This is an optimization exercise on Yosys and OpenROAD, whose aim is small area, not a production implementation. RTL that was checked went through simulation tests only; none was proved equivalent to the original. The RTL of runs 6 and 7 was laid out without a check of its function. In runs 4 to 7 the design's own scripts or RTL, not TritonCTS, make the clock network. No driver is modelled on the clock port, so clock power and skew are understated where the tree is cut down; a real chip needs a root buffer or a tree. Power is estimated from default activity; no workload was simulated.

==> flow/config.mk <==
export PLATFORM = sky130hd
export DESIGN_NAME = umfm_codec
export DESIGN_NICKNAME = umfm_codec
export VERILOG_FILES = /design/flow/design.v
export SDC_FILE = /design/flow/constraint.sdc
export NUM_CORES = 4
export LEC_CHECK = 0
export ABC_AREA = 1
export CAP_MARGIN = 20
export CORE_MARGIN = 2
export CORE_UTILIZATION = 30
export SLEW_MARGIN = 20
==> flow/constraint.sdc <==
create_clock -name core_clock -period 5.0 [get_ports {clk}]
set_input_delay 1.0000 -clock core_clock [delete_from_list [all_inputs] [get_ports {clk}]]
set_output_delay 1.0000 -clock core_clock [all_outputs]
set_load 0.01 [all_outputs]
==> flow/design.v <==
module umfm_codec (
    input  wire        clk,
    input  wire        rst,
    input  wire        cmd_valid,
    input  wire [3:0]  cmd_op,
    input  wire [31:0] cmd_arg,
    output reg         rsp_valid,
    output reg  [31:0] rsp_data,
    output reg         rsp_illegal
);
    localparam [3:0] OP_SETMODE = 4'h1;
    localparam [3:0] OP_RESET   = 4'h2;
    localparam [3:0] OP_ENCBIT  = 4'h3;
    localparam [3:0] OP_ENCBYTE = 4'h4;
    localparam [3:0] OP_ENCWORD = 4'h5;
    localparam [3:0] OP_DECBIT  = 4'h6;
    localparam [3:0] OP_DECW16  = 4'h7;
    localparam [3:0] OP_DECW32  = 4'h8;
    localparam [3:0] OP_SYNCBIT = 4'h9;
    localparam MODE_FM  = 1'b0;
    localparam MODE_MFM = 1'b1;
    localparam MODE_POR = MODE_FM;   
    localparam PH_CLOCK = 1'b0;
    localparam PH_DATA  = 1'b1;
    localparam [14:0] SYNC_P = 15'b100100010010001;
    reg       mode;
    reg       last_bit;
    reg       last_phase;
    reg [3:0] sync_progress;
    wire       bit_in = cmd_arg[0];
    wire [1:0] enc_bit = (mode == MODE_FM) ? {1'b1, bit_in}
                                           : {~bit_in & ~last_bit, bit_in};
    reg [15:0] enc_byte_fm;
    reg [15:0] enc_byte_mfm;
    reg [31:0] enc_word_fm;
    reg [31:0] enc_word_mfm;
    reg        prev_byte;
    reg        prev_word;
    integer    k;
    always @(*) begin
        for (k = 0; k < 8; k = k + 1) begin
            enc_byte_fm[2*k+1] = 1'b1;
            enc_byte_fm[2*k]   = cmd_arg[k];
        end
        for (k = 0; k < 16; k = k + 1) begin
            enc_word_fm[2*k+1] = 1'b1;
            enc_word_fm[2*k]   = cmd_arg[k];
        end
        prev_byte = last_bit;
        for (k = 7; k >= 0; k = k - 1) begin
            enc_byte_mfm[2*k+1] = ~cmd_arg[k] & ~prev_byte;
            enc_byte_mfm[2*k]   = cmd_arg[k];
            prev_byte           = cmd_arg[k];
        end
        prev_word = last_bit;
        for (k = 15; k >= 0; k = k - 1) begin
            enc_word_mfm[2*k+1] = ~cmd_arg[k] & ~prev_word;
            enc_word_mfm[2*k]   = cmd_arg[k];
            prev_word           = cmd_arg[k];
        end
    end
    wire [15:0] enc_byte = (mode == MODE_FM) ? enc_byte_fm : enc_byte_mfm;
    wire [31:0] enc_word = (mode == MODE_FM) ? enc_word_fm : enc_word_mfm;
    reg [7:0]  dec_w16;
    reg [15:0] dec_w32;
    always @(*) begin
        for (k = 0; k < 8; k = k + 1)
            dec_w16[k] = cmd_arg[2*k];
        for (k = 0; k < 16; k = k + 1)
            dec_w32[k] = cmd_arg[2*k];
    end
    reg [3:0] sync_next;
    reg       sync_detected;
    always @(*) begin
        sync_detected = 1'b0;
        if (sync_progress == 4'd15) begin
            sync_next = 4'd15;
        end else if (bit_in == SYNC_P[sync_progress]) begin
            sync_next = sync_progress + 4'd1;
            if (sync_progress == 4'd14)
                sync_detected = 1'b1;
        end else begin
            case (sync_progress)
                4'd0, 4'd4, 4'd11: sync_next = 4'd0;
                4'd7, 4'd14:       sync_next = 4'd4;
                default:           sync_next = 4'd1;
            endcase
        end
    end
    always @(posedge clk) begin
        if (rst) begin
            mode          <= MODE_POR;
            last_bit      <= 1'b1;
            last_phase    <= PH_DATA;
            sync_progress <= 4'd0;
            rsp_valid     <= 1'b0;
            rsp_data      <= 32'd0;
            rsp_illegal   <= 1'b0;
        end else begin
            rsp_valid   <= cmd_valid;
            rsp_data    <= 32'd0;
            rsp_illegal <= 1'b0;
            if (cmd_valid) begin
                case (cmd_op)
                    OP_SETMODE: begin
                        mode          <= cmd_arg[0];
                        last_bit      <= 1'b1;
                        last_phase    <= PH_DATA;
                        sync_progress <= 4'd0;
                    end
                    OP_RESET: begin
                        last_bit      <= 1'b1;
                        last_phase    <= PH_DATA;
                        sync_progress <= 4'd0;
                    end
                    OP_ENCBIT: begin
                        rsp_data <= {30'd0, enc_bit};
                        last_bit <= bit_in;
                    end
                    OP_ENCBYTE: begin
                        rsp_data <= {16'd0, enc_byte};
                        last_bit <= cmd_arg[0];
                    end
                    OP_ENCWORD: begin
                        rsp_data <= enc_word;
                        last_bit <= cmd_arg[0];
                    end
                    OP_DECBIT: begin
                        if (last_phase == PH_DATA) begin
                            last_phase <= PH_CLOCK;
                        end else begin
                            last_phase <= PH_DATA;
                            rsp_data   <= {30'd0, 1'b1, bit_in};
                        end
                    end
                    OP_DECW16: begin
                        rsp_data <= {24'd0, dec_w16};
                    end
                    OP_DECW32: begin
                        rsp_data <= {16'd0, dec_w32};
                    end
                    OP_SYNCBIT: begin
                        rsp_data      <= {31'd0, sync_detected};
                        sync_progress <= sync_next;
                    end
                    default: begin
                        rsp_illegal <= 1'b1;
                    end
                endcase
            end
        end
    end
endmodule
==> flow/run.sh <==
#!/bin/bash
# synth_recipe.tcl (not shown) runs the flow's synth.tcl, then flattens the netlist and writes it again
# the make line also repeats each setting of config.mk as NAME=value (left out here)
make -C /OpenROAD-flow-scripts/flow DESIGN_CONFIG=/design/flow/config.mk WORK_HOME=/design/flow/orfs CLKGATE_MAP_FILE= SYNTH_SCRIPT=/design/flow/synth_recipe.tcl finish
==> results of run 1 <==
-- cell usage after synthesis, drive strengths merged --
library cell / n / area [um^2]
xor2: 1 / 8.76
nor3: 1 / 5.00
clkbuf: 1 / 3.75
nand2: 69 / 292
o22ai: 7 / 43.8
buf: 4 / 28.8
inv: 41 / 154
o21ai: 12 / 63.8
a211oi: 2 / 15.0
dfxtp: 41 / 821
nor2: 28 / 113
ha: 3 / 37.5
nand3: 8 / 45.0
o211ai: 1 / 7.51
o31ai: 1 / 7.51
a221oi: 1 / 8.76
a21oi: 29 / 153
-- layout make-up --
| class | instances | area (um^2) |
|---|---|---|
| fill | 625 | 3260 |
| sequential | 41 | 821 |
| multi-input combinational | 163 | 800 |
| timing repair buffer | 64 | 641 |
| inverter | 41 | 154 |
| tap | 75 | 93.8 |
| clock buffer | 6 | 82.6 |
| clock inverter | 2 | 37.5 |
-- registers in the layout, indices dropped and copies added (netlist names) --
signal / cells
rsp_illegal: 1
rsp_valid: 1
sync_progress: 4
last_phase: 1
last_bit: 1
mode: 1
rsp_data: 32
-- cell families after synthesis --
| kind of cell | count (synthesis) | share of synthesized area |
|---|---|---|
| and+or+nand+nor | 106 | 0.251 |
| buffers and inverters | 46 | 0.103 |
| xor gates and xnor gates | 1 | 0.00485 |
| AOI/OAI and AO/OA | 53 | 0.166 |
| DFF | 41 | 0.454 |
| adders and majority gates | 3 | 0.0208 |
-- critical path, delay by kind of cell --
kind / cells / cell delay, ps
and+or+nand+nor: 3 / 290
AOI/OAI and AO/OA: 2 / 440
buffers and inverters: 4 / 730
-- through the flow --
stage,cells,power (uW),setup slack [ps],area (um^2)
2_1_floorplan,250,377,3180,1810
3_3_place_gp,384,419,2520,2510
3_5_place_dp,384,420,2480,2510
4_1_cts,392,696,2780,2630
5_1_grt,392,720,2670,2630
6_report,392,687,2760,2630
-- power by group through the flow --
stage               combinational [uW]  sequential [uW]  clock, uW
floorplan                         32.8              344          0
global placement                  77.6              341          0
detailed placement                77.9              342          0
CTS                               78.4              334        284
global route                      85.7              334        300
finish                            78.0              334        275
-- per-layer routing --
metal	up-vias	global-route usage
met3	4	0.0615
met1	769	0.164
met5	-	0
met4	0	0.0400
li1	918	-
met2	63	0.218
-- worst paths after layout --
kind,endpoint
worst min-delay path,last_bit
worst min register to register,last_bit
worst max-delay path,sync_progress[0]
worst max register to register,sync_progress[0]
==> flow_metrics.tcl, run 1 <==
set metrics [dict create \
    cap_violations 0 \
    vias 1754 \
    final_common_cell "clkdlybuf4s50_1" \
    gp_congestion 0.840 \
    critPathLaunch "cmd_op[1]" \
    coreArea_um2 5890 \
    pwr-share-comb 0.113 \
    drive_above_1_share 0.0883 \
    grt_antenna_before_repair 0 \
    regToRegSetupSlack_ps 3310 \
    cts_max_level 2 \
    p_leak_uw 0.00116 \
    seq_area_frac_synth 0.454 \
    p_seq_frac 0.486 \
    syn_area_per_cell_um2 7.23 \
    power_density_nw_per_um2 261 \
    worstMarginPinSlew_ps 445 \
    rsz0062_at_grt "no" \
    fin_setup_tns_ps 0 \
    cp_cell_sequence "clkdlybuf4s50_1, inv_2, nand2_1, inv_1, nand2_1, inv_1, o21ai_1, nand2_1, a21oi_2" \
    syn_inst 250 \
    dp.final_hpwl_um 3450 \
    crit_required_ps 5220 \
    drtIter0Drc 75 \
    track_usage 0.136 \
    grt_pass1_wl_um 6920 \
    dr.pass1.iters 5 \
    syn-num-nets 292 \
    holdPathStages 2 \
    yosysWarnings 1 \
    p_sw_frac 0.224 \
    clk_latency_ps 290 \
    cts_tree "built" \
    hold_slack_ps 472 \
    grt_max_degree 17 \
    min_from "last_bit" \
    cts_hold_buffers 0 \
    areaGrowthSynthToFinish_pct 45.5 \
    startpoint_type "primary input" \
    utilization 0.447 \
    post_drt_wl_per_cell_um 11.6 \
    report.final.slew_viol_count 0 \
    rr_startpoint "sync_progress[0]" \
    ys_seq_elements 41 \
    cts_resized 0 \
    num_io_pins 73 \
    setup_violations 0 \
    p_sw_uw 154 \
    clock_power_share 0.401 \
    critPathCaptureType "flip-flop" \
    crit_arrival_ps 2460 \
    dr.max_layer_used "met4" \
    fin_nets 358 \
    wl_met3_um 463 \
    status "complete, no violations" \
    netlist_area_um2 1810 \
    worst_path_most_repeated_cell "nand2_1" \
    cpPeakStageDelay_ps 540 \
    first_global_vias 1530 \
    port_buffers 64 \
    slowest_stage "clkdlybuf4s50_1" \
    wirelength_met1_um 2130 \
    clk_pin_slew_worst_paths_ps 80 \
    fmax_mhz 446 \
    worstPathMaxFanout 4 \
    period_needed_ps 2240 \
    overflow 0 \
    layout_common_cells "clkdlybuf4s50_1, nand2_1, dfxtp_1" \
    drtAntennaViolNets 0 \
    numCtsBuffers 5 \
    postCtsSetupBuffers 0 \
    fp.dieH_um 81.6 \
    crit_type "primary input to flip-flop" \
    n_antenna_cell 0 \
    hp-class "flip-flop to flip-flop" \
    wl_met2_um 1910 \
    r2r_cells 12 \
    clockRootBuffer "clkbuf_8" \
    dieArea_um2 6660 \
    cts.sinks 41 \
    finalHoldViolations 0 \
    clockBufferDepth 2 \
    period_share 0.448 \
    finClkSkew_ps 4.21 \
    drc 0 \
    vias_per_cell 4.47 \
    yosys.cell_types.count 27 \
    routed_wl_um 4550 \
    power.internal_uw 533 \
    fp.dieW_um 81.6 \
    std_cell_rows 28 \
    relSlewSlack 0.703 \
    initial_core_util 0.307 \
    peakVddDrop_uv 153 \
]
==> run 2: changes to the inputs <==
==> flow/flow/run.sh (new file) <==
#!/bin/bash
# Standard layout, but with the smallest buffer on each port.
set -euo pipefail
export BUFFER_PORTS_ARGS="-buffer_cell sky130_fd_sc_hd__buf_1"
bash standard.sh finish > standard_flow.log 2>&1
==> flow/standard.sh (new file) <==
#!/bin/bash
# synth_recipe.tcl (not shown) runs the flow's synth.tcl, then flattens the netlist and writes it again
# the make line also repeats each setting of config.mk as NAME=value (left out here)
make -C /OpenROAD-flow-scripts/flow DESIGN_CONFIG=/design/flow/config.mk WORK_HOME=/design/flow/orfs CLKGATE_MAP_FILE= SYNTH_SCRIPT=/design/flow/synth_recipe.tcl "${@:-finish}"
removed: flow/run.sh
==> flow_metrics.tcl, run 2 <==
set metrics [dict create \
    status "complete, no violations" \
    postCtsSetupBuffers 0 \
    crit_arrival_ps 1990 \
    top_register "rsp_data" \
    cts_tree "built" \
    num_io_pins 73 \
    worstPathMaxFanout 4 \
    utilization 0.378 \
    fp.dieW_um 81.6 \
    netlist_area_um2 1810 \
    wl_met3_um 362 \
    std_cell_rows 28 \
    coreArea_um2 5890 \
    seq_area_frac_synth 0.454 \
    synth_top_area_share 0.454 \
    synth_edf_count 0 \
    first_global_vias 1494 \
    p_seq_frac 0.507 \
    cap_violations 0 \
    fmax_mhz 545 \
    worstMarginPinSlew_ps 446 \
    dieArea_um2 6660 \
    areaGrowthSynthToFinish_pct 23.1 \
    fp.dieH_um 81.6 \
    yosysWarnings 1 \
    p_sw_frac 0.221 \
    finalHoldViolations 0 \
    ys_seq_elements 41 \
    initial_core_util 0.307 \
    grt_antenna_before_repair 0 \
    rsz0062_at_grt "no" \
    synth_top_cells_by_area "dfxtp_1, nand2_1, a21oi_1" \
    cp_num_buf_inv 1 \
    setup_violations 0 \
    numCtsBuffers 5 \
    clock_power_share 0.407 \
    syn_inst 250 \
    p_sw_uw 146 \
    fin_setup_tns_ps 0 \
    pwr-share-comb 0.086 \
    cts_max_level 2 \
    report.final.slew_viol_count 0 \
    fin_nets 358 \
    cpPeakStageDelay_ps 240 \
    dp.final_hpwl_um 3360 \
    clockBufferDepth 2 \
    relSlewSlack 0.703 \
    power.internal_uw 513 \
    async_reset_ff_frac 0 \
    post_drt_wl_per_cell_um 11.0 \
    track_usage 0.130 \
    layout_common_cells "buf_1, nand2_1, dfxtp_1" \
    syn-num-nets 292 \
    drtAntennaViolNets 0 \
    critPathCaptureType "flip-flop" \
    n_antenna_cell 0 \
    drc 0 \
    grt_pass1_wl_um 6640 \
    hp-class "flip-flop to flip-flop" \
    cts_hold_buffers 0 \
    wl_met2_um 1860 \
    power_uw 659 \
    cts.sinks 41 \
    drtIter0Drc 81 \
    port_buffers 64 \
    power_density_nw_per_um2 296 \
    final_common_cell "buf_1" \
    syn_area_per_cell_um2 7.23 \
    p_leak_uw 0.00100 \
    synthTopCellsByCount "nand2_1, dfxtp_1, inv_1" \
    cts_resized 0 \
    routed_wl_um 4300 \
    crit_family "simple AND/OR/NAND/NOR gates" \
    vias_per_cell 4.43 \
    finClkSkew_ps 3.73 \
    synth.most_common_cell "nand2_1" \
    vias 1735 \
    cp_cell_sequence "buf_1, nor2_1, nand2_1, nor2_1, o21ai_1, nand2_1, a21oi_2" \
    period_share 0.367 \
    yosys.cell_types.count 27 \
    gp_congestion 0.843 \
    crit_required_ps 5160 \
    startpoint_type "primary input" \
    largest_register_ffs 32 \
    clockRootBuffer "clkbuf_8" \
    synth_ff_type "dfxtp_1" \
    clk_pin_slew_worst_paths_ps 70 \
    overflow 0 \
    grt_max_degree 17 \
    peakVddDrop_uv 148 \
    largestRegisters "rsp_data x32, sync_progress x4" \
    period_needed_ps 1830 \
    dr.pass1.iters 4 \
    crit_type "primary input to flip-flop" \
    dr.max_layer_used "met4" \
    slowest_stage "nor2_1" \
    synth_top_area_cell "dfxtp_1" \
    wirelength_met1_um 2040 \
    drive_above_1_share 0.0852 \
    clk_latency_ps 280 \
]
run 2: cell counts after synthesis:
Identical to the previous run, type by type.
run 2: worst min-delay path, stage by stage, from the launching register on:
cell and delay (ps):
dfxtp_1 330, a21oi_1 60, nand2_1 50
run 2: power by group through the flow:
stage / sequential [uW] / clock, uW / combinational, uW
after global routing: 335 / 292 / 64.5
after global placement: 342 / 0 / 56.2
final: 334 / 268 / 56.9
after detailed placement: 342 / 0 / 57.0
after CTS: 334 / 278 / 57.2
after floorplan: 344 / 0 / 32.8
run 2: cells by family (layout without fill, tap and decap cells):
kind of cell,Yosys count,after routing,synth area share
fa+ha+maj,3,3,0.0208
flops,41,41,0.454
buf+inv,46,113,0.103
simple gates,106,106,0.251
xor+xnor,1,1,0.00485
compound gates,53,53,0.166
run 2: worst paths after layout:
check / start / endpoint / slack (ps) / depth (start not counted)
max: cmd_op[2] / sync_progress[2] / 3170 / 7
min: last_bit / last_bit / 460 / 2
max reg2reg: sync_progress[0] / sync_progress[0] / 3360 / 12
min reg2reg: last_bit / last_bit / 460 / 2
run 2: layout make-up:
| cell class | count | area, um^2 |
|---|---|---|
| Tap cell | 75 | 93.8 |
| Inverter | 41 | 154 |
| Timing Repair Buffer | 64 | 240 |
| Sequential cell | 41 | 821 |
| Fill cell | 662 | 3660 |
| Multi-Input combinational cell | 163 | 800 |
| Clock inverter | 1 | 30.0 |
| Clock buffer | 7 | 86.3 |
run 2: per-layer routing:
metal / track usage / vias to the layer above
met5: 0 / -
met4: 0.0500 / 0
met3: 0.0418 / 2
met2: 0.208 / 60
met1: 0.164 / 753
li1: - / 920
run 2: stage by stage:
| stage | worst slack (ps) | std cells | instance area (um^2) | hold slack, ps |
|---|---|---|---|---|
| after CTS | 3180 | 392 | 2220 | 468 |
| final | 3170 | 392 | 2220 | 462 |
| after global routing | 3010 | 392 | 2220 | 505 |
| after global placement | 2860 | 384 | 2110 | 443 |
| after floorplan | 3180 | 250 | 1810 | 428 |
| after detailed placement | 2880 | 384 | 2110 | 450 |
==> run 3: changes to the inputs <==
==> flow/flow/run.sh (replaced) <==
#!/bin/bash
# Standard layout, but with the smallest buffer on each port and a lean clock tree.
set -euo pipefail
export BUFFER_PORTS_ARGS="-buffer_cell sky130_fd_sc_hd__buf_1"
export CTS_ARGS="-sink_clustering_enable -repair_clock_nets -dont_use_dummy_load -sink_clustering_size 50 -sink_clustering_max_diameter 200 -buf_list {sky130_fd_sc_hd__clkbuf_4 sky130_fd_sc_hd__clkbuf_8}"
bash standard.sh finish > standard_flow.log 2>&1
==> flow_metrics.tcl, run 3 <==
set metrics [dict create \
    synth_ff_type "dfxtp_1" \
    crit_type "primary input to flip-flop" \
    relSlewSlack 0.699 \
    finalHoldViolations 0 \
    syn-num-nets 292 \
    drc 0 \
    synth_top_area_share 0.454 \
    setup_violations 0 \
    synthTopCellsByCount "nand2_1, dfxtp_1, inv_1" \
    post_drt_wl_per_cell_um 11.0 \
    drtAntennaViolNets 0 \
    postCtsSetupBuffers 0 \
    fin_setup_tns_ps 0 \
    track_usage 0.130 \
    fin_nets 358 \
    period_needed_ps 1830 \
    grt_antenna_before_repair 0 \
    power_density_nw_per_um2 264 \
    yosysWarnings 1 \
    cts.sinks 41 \
    startpoint_type "primary input" \
    period_share 0.366 \
    drtIter0Drc 82 \
    areaGrowthSynthToFinish_pct 20.5 \
    critPathCaptureType "flip-flop" \
    clk_latency_ps 280 \
    ys_seq_elements 41 \
    dp.final_hpwl_um 3360 \
    cts_hold_buffers 0 \
    gp_congestion 0.843 \
    top_register "rsp_data" \
    crit_arrival_ps 1990 \
    drive_above_1_share 0.0796 \
    initial_core_util 0.307 \
    synth.most_common_cell "nand2_1" \
    vias_per_cell 4.46 \
    dieArea_um2 6660 \
    seq_area_frac_synth 0.454 \
    async_reset_ff_frac 0 \
    status "complete, no violations" \
    vias 1734 \
    synth_edf_count 0 \
    worstMarginPinSlew_ps 452 \
    worstPathMaxFanout 4 \
    power_uw 576 \
    coreArea_um2 5890 \
    num_io_pins 73 \
    port_buffers 64 \
    largest_register_ffs 32 \
    n_antenna_cell 0 \
    rsz0062_at_grt "no" \
    overflow 0 \
    first_global_vias 1498 \
    wl_met2_um 1870 \
    clockBufferDepth 2 \
    synth_top_area_cell "dfxtp_1" \
    dr.max_layer_used "met4" \
    peakVddDrop_uv 107 \
    largestRegisters "rsp_data x32, sync_progress x4" \
    report.final.slew_viol_count 0 \
    cts_max_level 2 \
    wl_met3_um 364 \
    fill_cells 667 \
    dr.pass1.iters 4 \
    crit_required_ps 5160 \
    routed_wl_um 4270 \
    wirelength_met1_um 2010 \
    p_leak_uw 0.000981 \
    cts_tree "built" \
    fp.dieW_um 81.6 \
    syn_inst 250 \
    synth_top_cells_by_area "dfxtp_1, nand2_1, a21oi_1" \
    std_cell_rows 28 \
    cap_violations 0 \
    yosys.cell_types.count 27 \
    fp.dieH_um 81.6 \
    grt_max_degree 17 \
    final_common_cell "buf_1" \
    hold_slack_ps 465 \
    fmax_mhz 546 \
    grt_pass1_wl_um 6640 \
    finClkSkew_ps 13.0 \
    cts_resized 0 \
    clockRootBuffer "clkbuf_8" \
    syn_area_per_cell_um2 7.23 \
    hp-class "flip-flop to flip-flop" \
    clk_pin_slew_worst_paths_ps 70 \
    netlist_area_um2 1810 \
    numCtsBuffers 5 \
    layout_common_cells "buf_1, nand2_1, dfxtp_1" \
]
run 3: cell counts after synthesis:
No cell type changed its count.
run 3: final timing paths:
path                          from               end  slack (ps)  cells after the start
setup reg to reg  sync_progress[0]  sync_progress[0]        3350                     12
hold / removal            last_bit          last_bit         470                      2
setup / recovery         cmd_op[2]  sync_progress[2]        3170                      7
hold reg to reg           last_bit          last_bit         470                      2
run 3: cell families (layout without fill, tap and decap cells):
kind of cell             after synthesis  in the layout  synth area share
AND/OR/NAND/NOR                      106            106             0.251
AO/OA/AOI/OAI                         53             53             0.166
buffers and inverters                 46            110             0.103
flip-flops                            41             41             0.454
adder cells (fa/ha/maj)                3              3            0.0208
XOR/XNOR                               1              1           0.00485
run 3: area by class of cell:
type,instances,area (um^2),area share
well taps,75,93.8,0.0431
inverters,41,154,0.0707
multi-input cells,163,800,0.367
flip-flops and latches,41,821,0.377
repair buffers,64,240,0.110
clock buffers,5,68.8,0.0316
run 3: power breakdown:
| group | total (uW) | leakage (uW) | switching, uW | internal, uW |
|---|---|---|---|---|
| sequential | 334 | 0.000332 | 1.91 | 332 |
| clock | 185 | 0.0000359 | 95.0 | 89.8 |
| combinational | 56.9 | 0.000613 | 38.4 | 18.4 |
| total | 576 | 0.000981 | 135 | 440 |
run 3: layer usage:
metal / vias up / global-route usage
li1: 919 / -
met1: 757 / 0.164
met2: 56 / 0.209
met3: 2 / 0.0418
met4: 0 / 0.0450
met5: - / 0
run 3: worst max-delay path, cell delays in order:
cell and delay [ps]:
buf_1 110, nor2_1 200, nand2_1 100, nor2_1 240
o21ai_1 180, nand2_1 110, a21oi_2 50
run 3: metrics by stage:
stage | cell area [um^2] | std cells | util | worst slack, ps
2_1_floorplan | 1810 | 250 | - | 3180
3_3_place_gp | 2110 | 384 | 0.358 | 2860
3_5_place_dp | 2110 | 384 | 0.358 | 2880
4_1_cts | 2180 | 389 | 0.370 | 3180
5_1_grt | 2180 | 389 | 0.370 | 3010
6_report | 2180 | 389 | 0.370 | 3170
==> run 4: changes to the inputs <==
==> flow/flow/run.sh (replaced) <==
#!/bin/bash
# Standard ORFS layout with three changes:
#  - each port gets the smallest buffer (buf_1);
#  - the clock tree is a few clock buffers fed from the clock port, one per
#    cluster of registers (flow/manual_cts.tcl);
#  - power recovery after global routing downsizes non-critical gates.
set -euo pipefail
here=$(pwd)
export BUFFER_PORTS_ARGS="-buffer_cell sky130_fd_sc_hd__buf_1"
export PRE_CTS_TCL=$here/flow/manual_cts.tcl
export MANUAL_CTS_BUF=${MANUAL_CTS_BUF:-sky130_fd_sc_hd__clkbuf_8}
export MANUAL_CTS_N=${MANUAL_CTS_N:-2}
export RECOVER_POWER=100
bash standard.sh finish > standard_flow.log 2>&1
==> flow/flow/manual_cts.tcl (new file) <==
rename clock_tree_synthesis orig_clock_tree_synthesis
proc clock_tree_synthesis {args} {
  set cell $::env(MANUAL_CTS_BUF)
  set k $::env(MANUAL_CTS_N)
  set block [ord::get_db_block]
  set dbu [$block getDbUnitsPerMicron]
  set net [$block findNet clk]
  set pins {}
  set px {}
  set py {}
  foreach it [$net getITerms] {
    set bb [[$it getInst] getBBox]
    lappend pins "[[$it getInst] getName]/[[$it getMTerm] getName]"
    lappend px [expr {([$bb xMin] + [$bb xMax]) / 2.0 / $dbu}]
    lappend py [expr {([$bb yMin] + [$bb yMax]) / 2.0 / $dbu}]
  }
  set n [llength $pins]
  # k-means, seeded along x
  set order [lsort -real -indices $px]
  set cx {}; set cy {}
  for {set c 0} {$c < $k} {incr c} {
    set i [lindex $order [expr {int(($c + 0.5) * $n / $k)}]]
    lappend cx [lindex $px $i]; lappend cy [lindex $py $i]
  }
  for {set iter 0} {$iter < 50} {incr iter} {
    set asg {}
    for {set i 0} {$i < $n} {incr i} {
      set best 0; set bd 1e30
      for {set c 0} {$c < $k} {incr c} {
        set d [expr {abs([lindex $px $i] - [lindex $cx $c]) + abs([lindex $py $i] - [lindex $cy $c])}]
        if {$d < $bd} {set bd $d; set best $c}
      }
      lappend asg $best
    }
    for {set c 0} {$c < $k} {incr c} {
      set sx 0; set sy 0; set m 0
      for {set i 0} {$i < $n} {incr i} {
        if {[lindex $asg $i] == $c} {set sx [expr {$sx + [lindex $px $i]}]; set sy [expr {$sy + [lindex $py $i]}]; incr m}
      }
      if {$m > 0} {lset cx $c [expr {$sx / $m}]; lset cy $c [expr {$sy / $m}]}
    }
  }
  for {set c 0} {$c < $k} {incr c} {
    set lp {}
    for {set i 0} {$i < $n} {incr i} {
      if {[lindex $asg $i] == $c} {lappend lp [get_pins [lindex $pins $i]]}
    }
    if {[llength $lp] == 0} continue
    puts "manual CTS: $cell for [llength $lp] sinks at ([lindex $cx $c], [lindex $cy $c])"
    insert_buffer -buffer_cell $cell -net clk -load_pins $lp -location [list [lindex $cx $c] [lindex $cy $c]] -buffer_name clkbuf_leaf_$c -net_name clknet_leaf_$c
  }
  set_propagated_clock [all_clocks]
}
--- a/flow/config.mk
+++ b/flow/config.mk
@@ -8,5 +8,5 @@
 export ABC_AREA = 1
 export CAP_MARGIN = 20
 export CORE_MARGIN = 2
-export CORE_UTILIZATION = 30
+export CORE_UTILIZATION = 45
 export SLEW_MARGIN = 20
==> flow_metrics.tcl, run 4 <==
set metrics [dict create \
    dr.pass1.iters 5 \
    postCtsSetupBuffers 0 \
    coreArea_um2 3940 \
    syn_area_per_cell_um2 7.23 \
    drtIter0Drc 59 \
    synthTopCellsByCount "nand2_1, dfxtp_1, inv_1" \
    drive_above_1_share 0.0547 \
    overflow 0 \
    synth_top_area_cell "dfxtp_1" \
    hp-class "flip-flop to flip-flop" \
    first_global_vias 1499 \
    fin_nets 355 \
    top_register "rsp_data" \
    synth_top_family_by_area "simple AND/OR/NAND/NOR gates" \
    routed_wl_um 3880 \
    synth_top_area_share 0.454 \
    power_uw 506 \
    yosys.cell_types.count 27 \
    drtAntennaViolNets 0 \
    synthAdderAreaFrac 0.0208 \
    fmax_mhz 453 \
    dp_worst_setup_slack_ps 2850 \
    vias_per_cell 4.68 \
    track_usage 0.170 \
    crit_required_ps 5100 \
    grt_pass1_wl_um 6290 \
    power_density_nw_per_um2 242 \
    crit_arrival_ps 2310 \
    synth_top_cells_by_area "dfxtp_1, nand2_1, a21oi_1" \
    peakVddDrop_uv 212 \
    period_needed_ps 2210 \
    synth.most_common_cell "nand2_1" \
    largest_register_ffs 32 \
    vias 1688 \
    initial_core_util 0.458 \
    cts_resized 0 \
    crit_type "primary input to flip-flop" \
    gp_congestion 0.831 \
    worstPathMaxFanout 16 \
    std_cell_rows 23 \
    yosysWarnings 1 \
    period_share 0.442 \
    cap_violations 0 \
    clk_latency_ps 170 \
    synthXorXnorAreaFrac 0.00485 \
    netlist_area_um2 1810 \
    p_leak_uw 0.000959 \
    report.final.slew_viol_count 0 \
    setup_violations 0 \
    synth_ff_type "dfxtp_1" \
    placed_cell_area_um2 2080 \
    fp.dieW_um 67.4 \
    dieArea_um2 4540 \
    dp.final_hpwl_um 3050 \
    grt_antenna_before_repair 0 \
    grt_max_degree 22 \
    fp.dieH_um 67.4 \
    startpoint_type "primary input" \
    synth_edf_count 0 \
    async_reset_ff_frac 0 \
    worst_slack_ps 2790 \
    relSlewSlack 0.645 \
    status "complete, no violations" \
    syn-num-nets 292 \
    largestRegisters "rsp_data x32, sync_progress x4" \
    synth_compound_area_frac 0.166 \
    areaGrowthSynthToFinish_pct 15.7 \
    n_antenna_cell 0 \
    fin_setup_tns_ps 0 \
    seq_area_frac_synth 0.454 \
    finalHoldViolations 0 \
    worstMarginPinSlew_ps 532 \
    utilization 0.530 \
    drc 0 \
    synthMuxAreaShare 0 \
    fin_area_um2 2090 \
    final_common_cell "buf_1" \
    port_buffers 64 \
    critPathCaptureType "flip-flop" \
    post_drt_wl_per_cell_um 10.7 \
    num_io_pins 73 \
    rsz0062_at_grt "no" \
    cts_hold_buffers 0 \
    clk_pin_slew_worst_paths_ps 110 \
    synth-simple-area-share 0.251 \
    ys_seq_elements 41 \
    layout_common_cells "buf_1, nand2_1, dfxtp_1" \
    finClkSkew_ps 3.55 \
    syn_inst 250 \
]
run 4: critical path, stage by stage:
cell and delay, ps:
buf_1 160, inv_1 90, nor2_1 400, nand2_1 450, nor2_1 210
run 4: routing by layer:
layer	vias to the layer above	routed length [um]	share of wire	track usage
met3	2	310	0.080	0.0317
met4	0	19	0.0049	0.0102
met5	-	0	0	0
met2	46	1730	0.45	0.311
met1	728	1820	0.47	0.217
li1	912	-	-	-
run 4: final cells by class, clock buffers not listed:
type / count / area (um^2)
Tap cell: 50 / 62.6
Timing Repair Buffer: 64 / 240
Inverter: 41 / 154
Fill cell: 437 / 1850
Multi-Input combinational cell: 163 / 786
Sequential cell: 41 / 821
run 4: per-stage QoR:
step / hold WS (ps) / std cells
after CTS: 482 / 361
after floorplan: 428 / 250
after global placement: 445 / 359
after detailed placement: 453 / 359
after global routing: 507 / 361
final: 482 / 361
run 4: cells by family after synthesis:
kind of cell | count (synthesis)
compound gates | 53
xor+xnor | 1
fa+ha+maj | 3
buf+inv | 46
flops | 41
simple gates | 106
run 4: path summary, 6_finish.rpt:
check	startpoint	endpoint	slack (ps)	cells past startpoint
worst min register to register	last_bit	last_bit	480	2
worst max register to register	sync_progress[0]	sync_progress[0]	3340	12
worst max-delay path	cmd_valid	rsp_data[21]	2790	5
worst min-delay path	last_bit	last_bit	480	2
run 4: power by group:
part	leakage (uW)	switching [uW]	internal, uW
Combinational	0.000613	36.8	18.0
Clock	0.0000144	79.5	37.6
Sequential	0.000332	1.79	332
Total	0.000959	118	388
==> run 5: changes to the inputs <==
--- a/flow/config.mk
+++ b/flow/config.mk
@@ -8,5 +8,5 @@
 export ABC_AREA = 1
 export CAP_MARGIN = 20
 export CORE_MARGIN = 2
-export CORE_UTILIZATION = 45
+export CORE_UTILIZATION = 52
 export SLEW_MARGIN = 20
==> flow_metrics.tcl, run 5 <==
set metrics [dict create \
    status "complete, no violations" \
    crit_required_ps 5100 \
    drtIter0Drc 83 \
    cap_violations 0 \
    cts_hold_buffers 0 \
    overflow 0 \
    p_leak_uw 0.000958 \
    fin_nets 355 \
    num_io_pins 73 \
    largestRegisters "rsp_data x32, sync_progress x4" \
    seq_area_frac_synth 0.454 \
    synth.most_common_cell "nand2_1" \
    holdPathStages 2 \
    vias_per_cell 4.71 \
    areaGrowthSynthToFinish_pct 15.5 \
    fin_cells 357 \
    first_global_vias 1445 \
    synthTopCellsByCount "nand2_1, dfxtp_1, inv_1" \
    drc 0 \
    synth_top_area_cell "dfxtp_1" \
    netlist_area_um2 1810 \
    synth_ff_type "dfxtp_1" \
    startpoint_type "primary input" \
    regToRegSetupSlack_ps 3340 \
    power_density_nw_per_um2 241 \
    finClkSkew_ps 7.30 \
    rr_startpoint "sync_progress[0]" \
    clk_pin_slew_worst_paths_ps 110 \
    dp.final_hpwl_um 2900 \
    fmax_mhz 446 \
    coreArea_um2 3340 \
    critPathLaunch "cmd_valid" \
    critPathCaptureType "flip-flop" \
    syn-num-nets 292 \
    initial_core_util 0.541 \
    period_share 0.448 \
    report.final.slew_viol_count 0 \
    async_reset_ff_frac 0 \
    synth_top_area_share 0.454 \
    yosysWarnings 1 \
    crit_arrival_ps 2340 \
    grt_antenna_before_repair 0 \
    worstMarginPinSlew_ps 548 \
    syn_area_per_cell_um2 7.23 \
    track_usage 0.186 \
    port_buffers 64 \
    n_antenna_cell 0 \
    final_common_cell "buf_1" \
    vias 1680 \
    min_from "last_bit" \
    fp.dieH_um 62.9 \
    grt_pass1_wl_um 6270 \
    crit_type "primary input to flip-flop" \
    std_cell_rows 21 \
    relSlewSlack 0.633 \
    dr.pass1.iters 4 \
    drtAntennaViolNets 0 \
    rsz0062_at_grt "no" \
    largest_register_ffs 32 \
    fin_setup_tns_ps 0 \
    worstPathMaxFanout 16 \
    hp-class "flip-flop to flip-flop" \
    peakVddDrop_uv 217 \
    ys_seq_elements 41 \
    postCtsSetupBuffers 0 \
    gp_congestion 0.828 \
    layout_common_cells "buf_1, nand2_1, dfxtp_1" \
    routed_wl_um 3690 \
    setup_violations 0 \
    synth_edf_count 0 \
    drive_above_1_share 0.0547 \
    post_drt_wl_per_cell_um 10.3 \
    top_register "rsp_data" \
    yosys.cell_types.count 27 \
    fp.dieW_um 62.9 \
    cts_resized 0 \
    fill_cells 352 \
    dp_cells 355 \
    period_needed_ps 2240 \
    synth_top_cells_by_area "dfxtp_1, nand2_1, a21oi_1" \
    grt_max_degree 22 \
    clk_latency_ps 170 \
    finalHoldViolations 0 \
    dieArea_um2 3960 \
    syn_inst 250 \
    r2r_cells 12 \
]
==> run 5: metrics by stage <==
step                      power [uW]  hold WS (ps)  worst slack (ps)  instance area (um^2)  utilization
after detailed placement         397           442              2890                  2070        0.621
after global routing             528           524              2490                  2090        0.625
after CTS                        509           469              3090                  2100        0.629
after floorplan                  377           428              3180                  1810            -
after global placement           397           440              2880                  2070        0.621
final                            504           467              2760                  2090        0.625
==> run 5: area by class of cell, clock buffers not listed <==
| class | instances | area (um^2) | share of cell area |
|---|---|---|---|
| sequential | 41 | 821 | 0.393 |
| inverter | 41 | 154 | 0.0737 |
| timing repair buffer | 64 | 240 | 0.115 |
| tap | 46 | 57.6 | 0.0276 |
| multi-input combinational | 163 | 787 | 0.377 |
==> run 5: critical path, stage by stage <==
cell     delay, ps
buf_1          170
inv_1           80
nor2_1         430
nand2_1        460
nor2_1         200
==> run 5: final timing paths <==
check                                   endpoint
worst max-delay path                rsp_data[26]
worst min-delay path                    last_bit
worst max register to register  sync_progress[2]
worst min register to register          last_bit
==> run 5: per-layer routing <==
metal,vias up,global-route usage,share of wire
met1,735,0.253,0.48
met2,36,0.336,0.46
met3,4,0.0144,0.045
met4,0,0.0111,0.0057
met5,-,0,0
li1,905,-,-
==> run 5: power by group <==
part	total (uW)	internal, uW	leakage (uW)	switching [uW]
Sequential	334	332	0.000332	1.86
Clock	115	37.5	0.0000144	77.6
Combinational	54.7	18.0	0.000612	36.6
==> run 5: cell families (layout without fill, tap and decap cells) <==
kind of cell	Yosys count	after routing	share of synthesized area
xor gates and xnor gates	1	1	0.00485
and+or+nand+nor	106	106	0.251
buffers and inverters	46	107	0.103
adders and majority gates	3	3	0.0208
AOI/OAI and AO/OA	53	53	0.166
DFF	41	41	0.454
==> run 6: changes to the inputs <==
--- a/flow/design.v
+++ b/flow/design.v
@@ -5,7 +5,7 @@
     input  wire [3:0]  cmd_op,
     input  wire [31:0] cmd_arg,
     output reg         rsp_valid,
-    output reg  [31:0] rsp_data,
+    output wire [31:0] rsp_data,
     output reg         rsp_illegal
 );
     localparam [3:0] OP_SETMODE = 4'h1;
@@ -27,6 +27,10 @@
     reg       last_bit;
     reg       last_phase;
     reg [3:0] sync_progress;
+    reg [15:0] rsp_lo;
+    reg [15:8] hi_bits;      
+    reg        hi_prev;      
+    reg        hi_word;      
     wire       bit_in = cmd_arg[0];
     wire [1:0] enc_bit = (mode == MODE_FM) ? {1'b1, bit_in}
                                            : {~bit_in & ~last_bit, bit_in};
@@ -88,17 +92,32 @@
         end
     end
     always @(posedge clk) begin
+        hi_bits <= cmd_arg[15:8];
+        hi_prev <= last_bit;
+    end
+    reg [15:0] rsp_hi;
+    always @(*) begin
+        for (k = 8; k < 16; k = k + 1) begin
+            rsp_hi[2*k-16]   = hi_word & hi_bits[k];
+            rsp_hi[2*k-15]   = hi_word & ((mode == MODE_FM) |
+                               (~hi_bits[k] & ~((k == 15) ? hi_prev : hi_bits[(k == 15) ? 8 : k+1])));
+        end
+    end
+    assign rsp_data = {rsp_hi, rsp_lo};
+    always @(posedge clk) begin
         if (rst) begin
             mode          <= MODE_POR;
             last_bit      <= 1'b1;
             last_phase    <= PH_DATA;
             sync_progress <= 4'd0;
             rsp_valid     <= 1'b0;
-            rsp_data      <= 32'd0;
+            rsp_lo        <= 16'd0;
             rsp_illegal   <= 1'b0;
+            hi_word       <= 1'b0;
         end else begin
+            hi_word     <= cmd_valid && (cmd_op == OP_ENCWORD);
             rsp_valid   <= cmd_valid;
-            rsp_data    <= 32'd0;
+            rsp_lo      <= 16'd0;
             rsp_illegal <= 1'b0;
             if (cmd_valid) begin
                 case (cmd_op)
@@ -114,15 +133,15 @@
                         sync_progress <= 4'd0;
                     end
                     OP_ENCBIT: begin
-                        rsp_data <= {30'd0, enc_bit};
+                        rsp_lo <= {14'd0, enc_bit};
                         last_bit <= bit_in;
                     end
                     OP_ENCBYTE: begin
-                        rsp_data <= {16'd0, enc_byte};
+                        rsp_lo <= enc_byte;
                         last_bit <= cmd_arg[0];
                     end
                     OP_ENCWORD: begin
-                        rsp_data <= enc_word;
+                        rsp_lo <= enc_word[15:0];
                         last_bit <= cmd_arg[0];
                     end
                     OP_DECBIT: begin
@@ -130,17 +149,17 @@
                             last_phase <= PH_CLOCK;
                         end else begin
                             last_phase <= PH_DATA;
-                            rsp_data   <= {30'd0, 1'b1, bit_in};
+                            rsp_lo     <= {14'd0, 1'b1, bit_in};
                         end
                     end
                     OP_DECW16: begin
-                        rsp_data <= {24'd0, dec_w16};
+                        rsp_lo <= {8'd0, dec_w16};
                     end
                     OP_DECW32: begin
-                        rsp_data <= {16'd0, dec_w32};
+                        rsp_lo <= dec_w32;
                     end
                     OP_SYNCBIT: begin
-                        rsp_data      <= {31'd0, sync_detected};
+                        rsp_lo        <= {15'd0, sync_detected};
                         sync_progress <= sync_next;
                     end
                     default: begin
==> flow/flow/run.sh (replaced) <==
#!/bin/bash
# Own layout flow: the standard ORFS flow (standard.sh) with these changes:
#  - after the standard synthesis, the gates between the registers are
#    re-mapped with a stronger ABC script (flow/resyn.sh); the registers are
#    untouched, and the new netlist is proven equivalent before it is used;
#  - each port gets the smallest buffer (buf_1);
#  - the clock tree is a few clock buffers fed from the clock port, one per
#    cluster of registers (flow/manual_cts.tcl);
#  - power recovery after global routing downsizes non-critical gates.
# Each tool writes its full output to a log file in this folder (and ORFS's
# own logs under orfs/logs/).
set -euo pipefail
here=$(pwd)
R=$here/orfs/results/sky130hd/umfm_codec/base
export BUFFER_PORTS_ARGS="-buffer_cell sky130_fd_sc_hd__buf_1"
export PRE_CTS_TCL=$here/flow/manual_cts.tcl
export MANUAL_CTS_BUF=${MANUAL_CTS_BUF:-sky130_fd_sc_hd__clkbuf_8}
export MANUAL_CTS_N=${MANUAL_CTS_N:-2}
export RECOVER_POWER=100

bash standard.sh synth > standard_synth.log 2>&1
cp $R/1_2_yosys.v $here/standard_1_2_yosys.v
if bash flow/resyn.sh $here/standard_1_2_yosys.v $here/resyn/out.v $here/resyn > resyn.log 2>&1; then
  cp $here/resyn/out.v $R/1_2_yosys.v
  echo "resyn: using the re-mapped netlist" >> resyn.log
else
  echo "resyn: failed, keeping the standard netlist" >> resyn.log
fi
bash standard.sh finish > standard_flow.log 2>&1
==> flow/flow/resyn.abc (new file) <==
strash; &get -n; &deepsyn -T 20; &dch -f; &nf -R 1000; &put
==> flow/flow/resyn.sh (new file) <==
#!/bin/bash
# resyn.sh IN.v OUT.v WORKDIR: re-map the combinational logic of a mapped
# sky130hd netlist with a stronger ABC script. Sequential cells are kept as
# they are (same instances, names and cell types); only the gates between
# them are rebuilt.
set -euo pipefail
IN=$1; OUT=$2; W=$3
here=$(cd "$(dirname "$0")" && pwd)
LIB=${FLOW_HOME:-/OpenROAD-flow-scripts/flow}/platforms/sky130hd/lib/sky130_fd_sc_hd__tt_025C_1v80.lib
DONT="-dont_use *probe* -dont_use *lpflow* -dont_use sky130_fd_sc_hd__clkdly* -dont_use sky130_fd_sc_hd__dlygate* -dont_use sky130_fd_sc_hd__dlymetal* -dont_use sky130_fd_sc_hd__fa_* -dont_use sky130_fd_sc_hd__ha_* -dont_use sky130_fd_sc_hd__fah*"
SEQ="sky130_fd_sc_hd__df* sky130_fd_sc_hd__edf* sky130_fd_sc_hd__sdf* sky130_fd_sc_hd__sedf* sky130_fd_sc_hd__dl* sky130_fd_sc_hd__conb_1"
mkdir -p $W
# 1. cells -> generic gates, registers kept as library cells
cat > $W/resyn_flat.ys <<EOT
read_liberty -ignore_miss_func $LIB
blackbox $SEQ
read_verilog $IN
hierarchy -top umfm_codec
flatten
opt_clean -purge
select umfm_codec
write_verilog -selected -noattr $W/flat.v
EOT
yosys -s $W/resyn_flat.ys > $W/resyn_flat.log 2>&1
# 2. re-map the gates
cat > $W/resyn_map.ys <<EOT
read_liberty -lib $LIB
read_verilog $W/flat.v
hierarchy -top umfm_codec
techmap
opt -fast
tee -o $W/stat_before.txt stat -liberty $LIB
abc -liberty $LIB $DONT -script $here/resyn.abc
opt_clean -purge
hilomap -singleton -hicell sky130_fd_sc_hd__conb_1 HI -locell sky130_fd_sc_hd__conb_1 LO
splitnets
opt_clean -purge
tee -o $W/stat_after.txt stat -liberty $LIB
check -assert
write_verilog -noattr -nohex -nodec $OUT
EOT
yosys -s $W/resyn_map.ys > $W/resyn_map.log 2>&1
# 3. prove the new netlist equals the old one (registers paired by name)
cat > $W/resyn_equiv.ys <<EOT
read_liberty -ignore_miss_func $LIB
read_verilog $IN
rename umfm_codec gold
read_verilog $OUT
rename umfm_codec gate
hierarchy -check
flatten gold gate
opt_clean -purge
equiv_make gold gate equiv
hierarchy -top equiv
equiv_simple -seq 2
equiv_induct -seq 2
equiv_status -assert
EOT
yosys -s $W/resyn_equiv.ys > $W/resyn_equiv.log 2>&1
grep "Chip area" $W/stat_before.txt $W/stat_after.txt
grep "Found" $W/resyn_equiv.log | tail -1
--- a/flow/config.mk
+++ b/flow/config.mk
@@ -8,5 +8,5 @@
 export ABC_AREA = 1
 export CAP_MARGIN = 20
 export CORE_MARGIN = 2
-export CORE_UTILIZATION = 52
+export CORE_UTILIZATION = 45
 export SLEW_MARGIN = 20
==> flow_metrics.tcl, run 6 <==
set metrics [dict create \
    netlist_area_um2 1720 \
    rr_startpoint "sync_progress[0]" \
    synth_top_area_share 0.408 \
    num_io_pins 73 \
    fp.dieW_um 65.8 \
    power_density_nw_per_um2 230 \
    std_cell_rows 22 \
    clk_latency_ps 170 \
    fin_nets 359 \
    top_register "rsp_lo" \
    vias_per_cell 4.59 \
    drtAntennaViolNets 0 \
    grt_pass1_wl_um 6120 \
    p_sw_uw 109 \
    p_seq_frac 0.647 \
    power.internal_uw 342 \
    port_buffers 64 \
    finClkSkew_ps 13.2 \
    cp_cell_sequence "buf_1, inv_1, nor2_1, inv_1, o21ai_0, nand2_1, o21ai_0, nand2_1, inv_1" \
    synth.most_common_cell "nand2_1" \
    ys_seq_elements 35 \
    timing.rr.end "sync_progress[2]" \
    fin_cells 363 \
    overflow 0 \
    fill_cells 414 \
    dieArea_um2 4330 \
    grt_max_degree 20 \
    report.final.slew_viol_count 0 \
    synth_ff_type "dfxtp_1" \
    yosysWarnings 1 \
    drive_above_1_share 0.0159 \
    r2r_cells 12 \
    final_common_cell "nand2_1" \
    track_usage 0.171 \
    relSlewSlack 0.337 \
    peakVddDrop_uv 110 \
    fmax_mhz 388 \
    seq_area_frac_synth 0.408 \
    crit_required_ps 5120 \
    p_sw_frac 0.242 \
    drtIter0Drc 53 \
    min_to "hi_prev" \
    worst_path_most_repeated_cell "inv_1" \
    pwr-share-comb 0.113 \
    syn-num-nets 296 \
    worstPathMaxFanout 8 \
    dp_cells 361 \
    drc 0 \
    largestRegisters "rsp_lo x16, hi_bits x8, sync_progress x4" \
    worstMarginPinSlew_ps 984 \
    gp_congestion 0.804 \
    slowest_stage "o21ai_0" \
    first_global_vias 1405 \
    layout_common_cells "nand2_1, buf_1, inv_1, nor2_1, dfxtp_1" \
    post_drt_wl_per_cell_um 10.4 \
    syn_inst 254 \
    period_needed_ps 2580 \
    areaGrowthSynthToFinish_pct 14.3 \
    crit_arrival_ps 2700 \
    startpoint_type "primary input" \
    synth_top_cells_by_area "dfxtp_1, nand2_1, inv_1" \
    clock_power_share 0.240 \
    period_share 0.515 \
    syn_area_per_cell_um2 6.76 \
    cpPeakStageDelay_ps 790 \
    fp.dieH_um 65.8 \
    grt_antenna_before_repair 0 \
    critPathCaptureType "flip-flop" \
    crit_type "primary input to flip-flop" \
    synth_top_area_cell "dfxtp_1" \
    status "complete, no violations" \
    async_reset_ff_frac 0 \
    finalHoldViolations 0 \
    cap_violations 0 \
    n_antenna_cell 0 \
    synth_edf_count 0 \
    dr.pass1.iters 4 \
    holdPathStages 0 \
    dp.final_hpwl_um 2930 \
    min_from "last_bit" \
    setup_violations 0 \
    vias 1666 \
    largest_register_ffs 16 \
    routed_wl_um 3770 \
    hp-class "flip-flop to flip-flop" \
    synthTopCellsByCount "nand2_1, inv_1, dfxtp_1, nor2_1, a21oi_1" \
    coreArea_um2 3660 \
    rsz0062_at_grt "no" \
    cts_resized 0 \
    cts_hold_buffers 0 \
    clk_pin_slew_worst_paths_ps 110 \
    initial_core_util 0.469 \
    yosys.cell_types.count 28 \
    regToRegSetupSlack_ps 3290 \
    p_leak_uw 0.000895 \
    fin_setup_tns_ps 0 \
    postCtsSetupBuffers 0 \
]
==> run 6: kinds of logic (layout without fill, tap and decap cells) <==
| kind of cell | count (synthesis) | in the layout | share of synthesized area |
|---|---|---|---|
| AO/OA/AOI/OAI | 43 | 43 | 0.143 |
| XOR/XNOR | 1 | 1 | 0.00510 |
| adder cells (fa/ha/maj) | 3 | 3 | 0.0219 |
| buffers and inverters | 44 | 105 | 0.106 |
| flip-flops | 35 | 35 | 0.408 |
| AND/OR/NAND/NOR | 128 | 128 | 0.316 |
==> run 6: area by class of cell, clock buffers not listed <==
| cell class | count | area, um^2 | area share |
|---|---|---|---|
| inverter | 39 | 146 | 0.0746 |
| sequential | 35 | 701 | 0.357 |
| tap | 48 | 60.1 | 0.0306 |
| timing repair buffer | 64 | 240 | 0.122 |
| multi-input combinational | 175 | 787 | 0.401 |
==> run 6: routing by layer <==
metal,GRT usage,wire (um)
met1,0.255,1950
met2,0.282,1600
met3,0.0103,186
met4,0.0130,32
met5,0,0
==> run 6: worst max-delay path, delay by kind of cell <==
kind	cells	cell delay, ps
AOI/OAI and AO/OA	2	910
and+or+nand+nor	3	430
buffers and inverters	4	350
==> run 6: power by group through the flow <==
stage	Sequential, uW	Clock [uW]	Combinational [uW]
floorplan	299	0	32.3
global placement	299	0	54.9
detailed placement	299	0	54.9
CTS	292	111	55.1
global route	294	123	58.4
finish	292	108	50.9
==> run 6: worst max-delay path by stage <==
stage | start | endpoint | slack [ps] | cells after the start
2_1_floorplan | mode | rsp_data[17] | 3050 | 4
3_3_place_gp | cmd_op[1] | rsp_lo[0] | 2860 | 8
3_5_place_dp | cmd_op[1] | sync_progress[3] | 2860 | 7
4_1_cts | hi_word | rsp_data[31] | 2750 | 3
5_1_grt | cmd_op[2] | rsp_lo[7] | 2230 | 9
6_report | cmd_op[2] | rsp_lo[7] | 2420 | 9
==> run 6: through the flow <==
| step | setup WS (ps) | util | hold WS (ps) | cell area [um^2] | total power (uW) |
|---|---|---|---|---|---|
| floorplan | 3050 | - | 365 | 1720 | 332 |
| global placement | 2860 | 0.541 | 397 | 1980 | 353 |
| detailed placement | 2860 | 0.541 | 397 | 1980 | 354 |
| CTS | 2750 | 0.549 | 412 | 2010 | 459 |
| global route | 2230 | 0.536 | 433 | 1960 | 475 |
| finish | 2420 | 0.536 | 411 | 1960 | 451 |
==> run 7: changes to the inputs <==
==> flow/flow/cutregs.py (new file) <==
#!/usr/bin/env python3
"""cutregs.py IN.v OUT.v: turn a flat mapped sky130hd netlist (as Yosys writes it)
into a purely combinational module: each flip-flop instance is removed, its Q
net driven from a new input q__<n> and its D net sent to a new output d__<n>,
where <n> is derived from the instance name. Registers of two netlists with the
same instance names then line up port for port."""
import re, sys

src = open(sys.argv[1]).read()
inst_re = re.compile(r'^\s*(sky130_fd_sc_hd__(?:df|edf|sdf|sedf)\w*)\s+(\\\S+|\w+)\s*\((.*?)\);\s*$', re.S | re.M)
regs = []
def repl(m):
    cell, name, body = m.group(1), m.group(2), m.group(3)
    pins = dict(re.findall(r'\.(\w+)\(([^()]*)\)', body))
    key = re.sub(r'[^A-Za-z0-9_]', '_', name.lstrip('\\'))
    regs.append((key, pins))
    return ''
body = inst_re.sub(repl, src)
ports_in = []
ports_out = []
assigns = []
for key, pins in regs:
    for p, net in pins.items():
        net = net.strip()
        if net.startswith('\\'):
            net += ' '
        if p in ('Q', 'Q_N'):
            ports_in.append(f'q__{key}_{p}')
            assigns.append(f'  assign {net} = q__{key}_{p};')
        elif p == 'CLK':
            continue
        else:
            ports_out.append(f'd__{key}_{p}')
            assigns.append(f'  assign d__{key}_{p} = {net};')
m = re.search(r'module\s+(\w+)\s*\((.*?)\);', body, re.S)
hdr = m.group(2).strip()
newports = ', '.join(ports_in + ports_out)
decl = ''.join(f'  input {p};\n' for p in ports_in) + ''.join(f'  output {p};\n' for p in ports_out)
body = body[:m.start()] + f'module {m.group(1)}({hdr}, {newports});\n' + decl + body[m.end():]
body = body.replace('endmodule', '\n'.join(assigns) + '\nendmodule', 1)
open(sys.argv[2], 'w').write(body)
print(len(regs), 'registers cut')
--- a/flow/flow/resyn.sh
+++ b/flow/flow/resyn.sh
@@ -40,22 +40,24 @@
 write_verilog -noattr -nohex -nodec $OUT
 EOT
 yosys -s $W/resyn_map.ys > $W/resyn_map.log 2>&1
-# 3. prove the new netlist equals the old one (registers paired by name)
+# 3. prove the new netlist equals the old one: cut both at the registers
+#    (paired by instance name) and prove the logic between them equal by SAT
+python3 $here/cutregs.py $IN $W/gold_cut.v > $W/cutregs.log
+python3 $here/cutregs.py $OUT $W/gate_cut.v >> $W/cutregs.log
 cat > $W/resyn_equiv.ys <<EOT
 read_liberty -ignore_miss_func $LIB
-read_verilog $IN
+read_verilog $W/gold_cut.v
 rename umfm_codec gold
-read_verilog $OUT
+read_verilog $W/gate_cut.v
 rename umfm_codec gate
 hierarchy -check
 flatten gold gate
 opt_clean -purge
-equiv_make gold gate equiv
-hierarchy -top equiv
-equiv_simple -seq 2
-equiv_induct -seq 2
-equiv_status -assert
+miter -equiv -flatten -make_assert gold gate miter
+hierarchy -top miter
+sat -verify -prove-asserts miter
 EOT
 yosys -s $W/resyn_equiv.ys > $W/resyn_equiv.log 2>&1
+grep -q "SUCCESS" $W/resyn_equiv.log
 grep "Chip area" $W/stat_before.txt $W/stat_after.txt
-grep "Found" $W/resyn_equiv.log | tail -1
+grep "SAT proof" $W/resyn_equiv.log
==> flow_metrics.tcl, run 7 <==
set metrics [dict create \
    drc 0 \
    report.final.slew_viol_count 0 \
    grt_antenna_before_repair 0 \
    first_global_vias 1122 \
    min_from "last_bit" \
    drtAntennaViolNets 0 \
    clk_pin_slew_worst_paths_ps 110 \
    gp_congestion 0.828 \
    timing.rr.end "sync_progress[3]" \
    fin_setup_tns_ps 0 \
    placed_cell_area_um2 1640 \
    layout_common_cells "buf_1, dfxtp_1, o21ai_0" \
    status "complete, no violations" \
    postCtsSetupBuffers 0 \
    n_antenna_cell 0 \
    overflow 0 \
    netlist_area_um2 1350 \
    num_io_pins 73 \
    fin_nets 256 \
    yosysWarnings 1 \
    dieArea_um2 3460 \
    clk_latency_ps 160 \
    hp-class "flip-flop to flip-flop" \
    dp_cells 244 \
    syn-num-nets 187 \
    worstMarginPinSlew_ps 616 \
    p_leak_uw 0.000594 \
    drtIter0Drc 48 \
    routed_wl_um 3050 \
    peakVddDrop_uv 152 \
    cts_hold_buffers 0 \
    syn_area_per_cell_um2 9.15 \
    largestRegisters "rsp_lo x16, hi_bits x8, sync_progress x4" \
    crit_arrival_ps 2690 \
    areaGrowthSynthToFinish_pct 22.9 \
    slowest_stage "clkbuf_1" \
    rsz0062_at_grt "no" \
    multi_input_area_um2 638 \
    period_share 0.528 \
    track_usage 0.170 \
    regToRegSetupSlack_ps 3330 \
    grt_pass1_wl_um 4760 \
    holdPathStages 0 \
    finalHoldViolations 0 \
    drive_above_1_share 0.00930 \
    worst_slack_ps 2360 \
    port_buffers 64 \
    vias 1320 \
    fin_cells 246 \
    top_register "rsp_lo" \
    cp_cell_sequence "clkbuf_1, nor2_1, nor2_1, nand2_1, nor3_1, clkbuf_1, nand2b_1, o311ai_0" \
    grt_max_degree 21 \
    power_density_nw_per_um2 268 \
    post_drt_wl_per_cell_um 12.4 \
    rr_startpoint "sync_progress[1]" \
    syn_inst 148 \
    fp.dieW_um 58.9 \
    crit_type "primary input to flip-flop" \
    dr.pass1.iters 15 \
    critPathCaptureType "flip-flop" \
    vias_per_cell 5.37 \
    largest_register_ffs 16 \
    std_cell_rows 19 \
    fp.dieH_um 58.9 \
    worstPathMaxFanout 9 \
    finClkSkew_ps 12.2 \
    fill_cells 275 \
    final_common_cell "buf_1" \
    fmax_mhz 379 \
    r2r_cells 8 \
    cap_violations 0 \
    cts_resized 0 \
    coreArea_um2 2810 \
    dp_worst_setup_slack_ps 2240 \
    fin_area_um2 1660 \
    crit_required_ps 5050 \
    startpoint_type "primary input" \
    min_to "hi_prev" \
    initial_core_util 0.483 \
    setup_violations 0 \
    seqCellArea_um2 701 \
    cpPeakStageDelay_ps 370 \
    period_needed_ps 2640 \
    dp.final_hpwl_um 2380 \
    relSlewSlack 0.588 \
]
run 7: worst max-delay path, delay by kind of cell:
family	cells	cell delay [ps]
AOI/OAI and AO/OA	1	160
buffers and inverters	2	640
and+or+nand+nor	5	880
run 7: power by group:
part / switching [uW] / leakage [uW] / internal [uW]
sequential: 4.80 / 0.000287 / 289
combinational: 28.9 / 0.000292 / 18.4
clock: 67.7 / 0.0000144 / 37.2
total: 101 / 0.000594 / 345
run 7: through the flow:
| stage | utilization | total power, uW | hold WS, ps |
|---|---|---|---|
| finish | 0.593 | 446 | 383 |
| floorplan | - | 323 | 355 |
| CTS | 0.595 | 450 | 385 |
| detailed placement | 0.585 | 348 | 369 |
| global placement | 0.585 | 347 | 370 |
| global route | 0.593 | 465 | 390 |
run 7: layer usage:
| layer | share of wire | vias up | GRT usage |
|---|---|---|---|
| li1 | - | 675 | - |
| met1 | 0.46 | 596 | 0.223 |
| met2 | 0.47 | 46 | 0.308 |
| met3 | 0.061 | 3 | 0.0176 |
| met4 | 0.0062 | 0 | 0.0227 |
| met5 | 0 | - | 0 |
run 7: cell type report, clock buffers not listed:
| type | count | area share |
|---|---|---|
| inverter | 4 | 0.00902 |
| timing repair buffer | 65 | 0.147 |
| multi-input combinational | 109 | 0.383 |
| tap | 31 | 0.0233 |
| sequential | 35 | 0.421 |
run 7: worst max path at each step:
stage                 endpoint  cells after the start       from  slack, ps
finish               rsp_lo[7]                      8  cmd_op[1]       2360
global route        rsp_lo[13]                      8  cmd_op[1]       2160
CTS                  rsp_lo[7]                      7  cmd_op[1]       2400
detailed placement   rsp_lo[7]                      7  cmd_op[1]       2240
global placement     rsp_lo[7]                      7  cmd_op[1]       2340
floorplan           rsp_lo[11]                      6  cmd_op[1]       2750

re-timing with driven ports:
No port has a modelled driver above. Below, the same layouts with a new extraction and two added sets of constraints.
Step 1 assumes that a clkbuf_16 drives the clock port and a buf_2 every other input.
Step 2 times the ports against the registers' clock, not the clock port: input delays grow and output delays shrink by t, the midpoint of the rising clock arrivals with the driver on.
Three values: ideal, step 1, step 2; two values: the first two.
| run | t (ns) | setup slack, ns | slew at the worst register clock pin (ns) | worst data-port slew with drivers (ns) | cell pins on the clock port's net |
|---|---|---|---|---|---|
| run 1 | 0.322 | 2.759 / 2.756 / 2.435 | 0.08 / 0.08 | 0.05 | 1 |
| run 2 | 0.309 | 3.166 / 3.169 / 2.860 | 0.08 / 0.08 | 0.04 | 1 |
| run 3 | 0.303 | 3.169 / 3.170 / 2.867 | 0.07 / 0.07 | 0.04 | 1 |
| run 4 | 0.202 | 2.792 / 2.802 / 2.600 | 0.12 / 0.12 | 0.04 | 2 |
| run 5 | 0.202 | 2.759 / 2.767 / 2.565 | 0.12 / 0.12 | 0.04 | 2 |
| run 6 | 0.195 | 2.423 / 2.437 / 2.242 | 0.11 / 0.11 | 0.04 | 2 |
| run 7 | 0.193 | 2.358 / 2.371 / 2.178 | 0.11 / 0.11 | 0.04 | 2 |
After both steps every run listed still meets setup and hold. For run 1, which loses most, drivers alone change the setup slack by -0.003 ns; drivers and shift together by -0.324 ns.
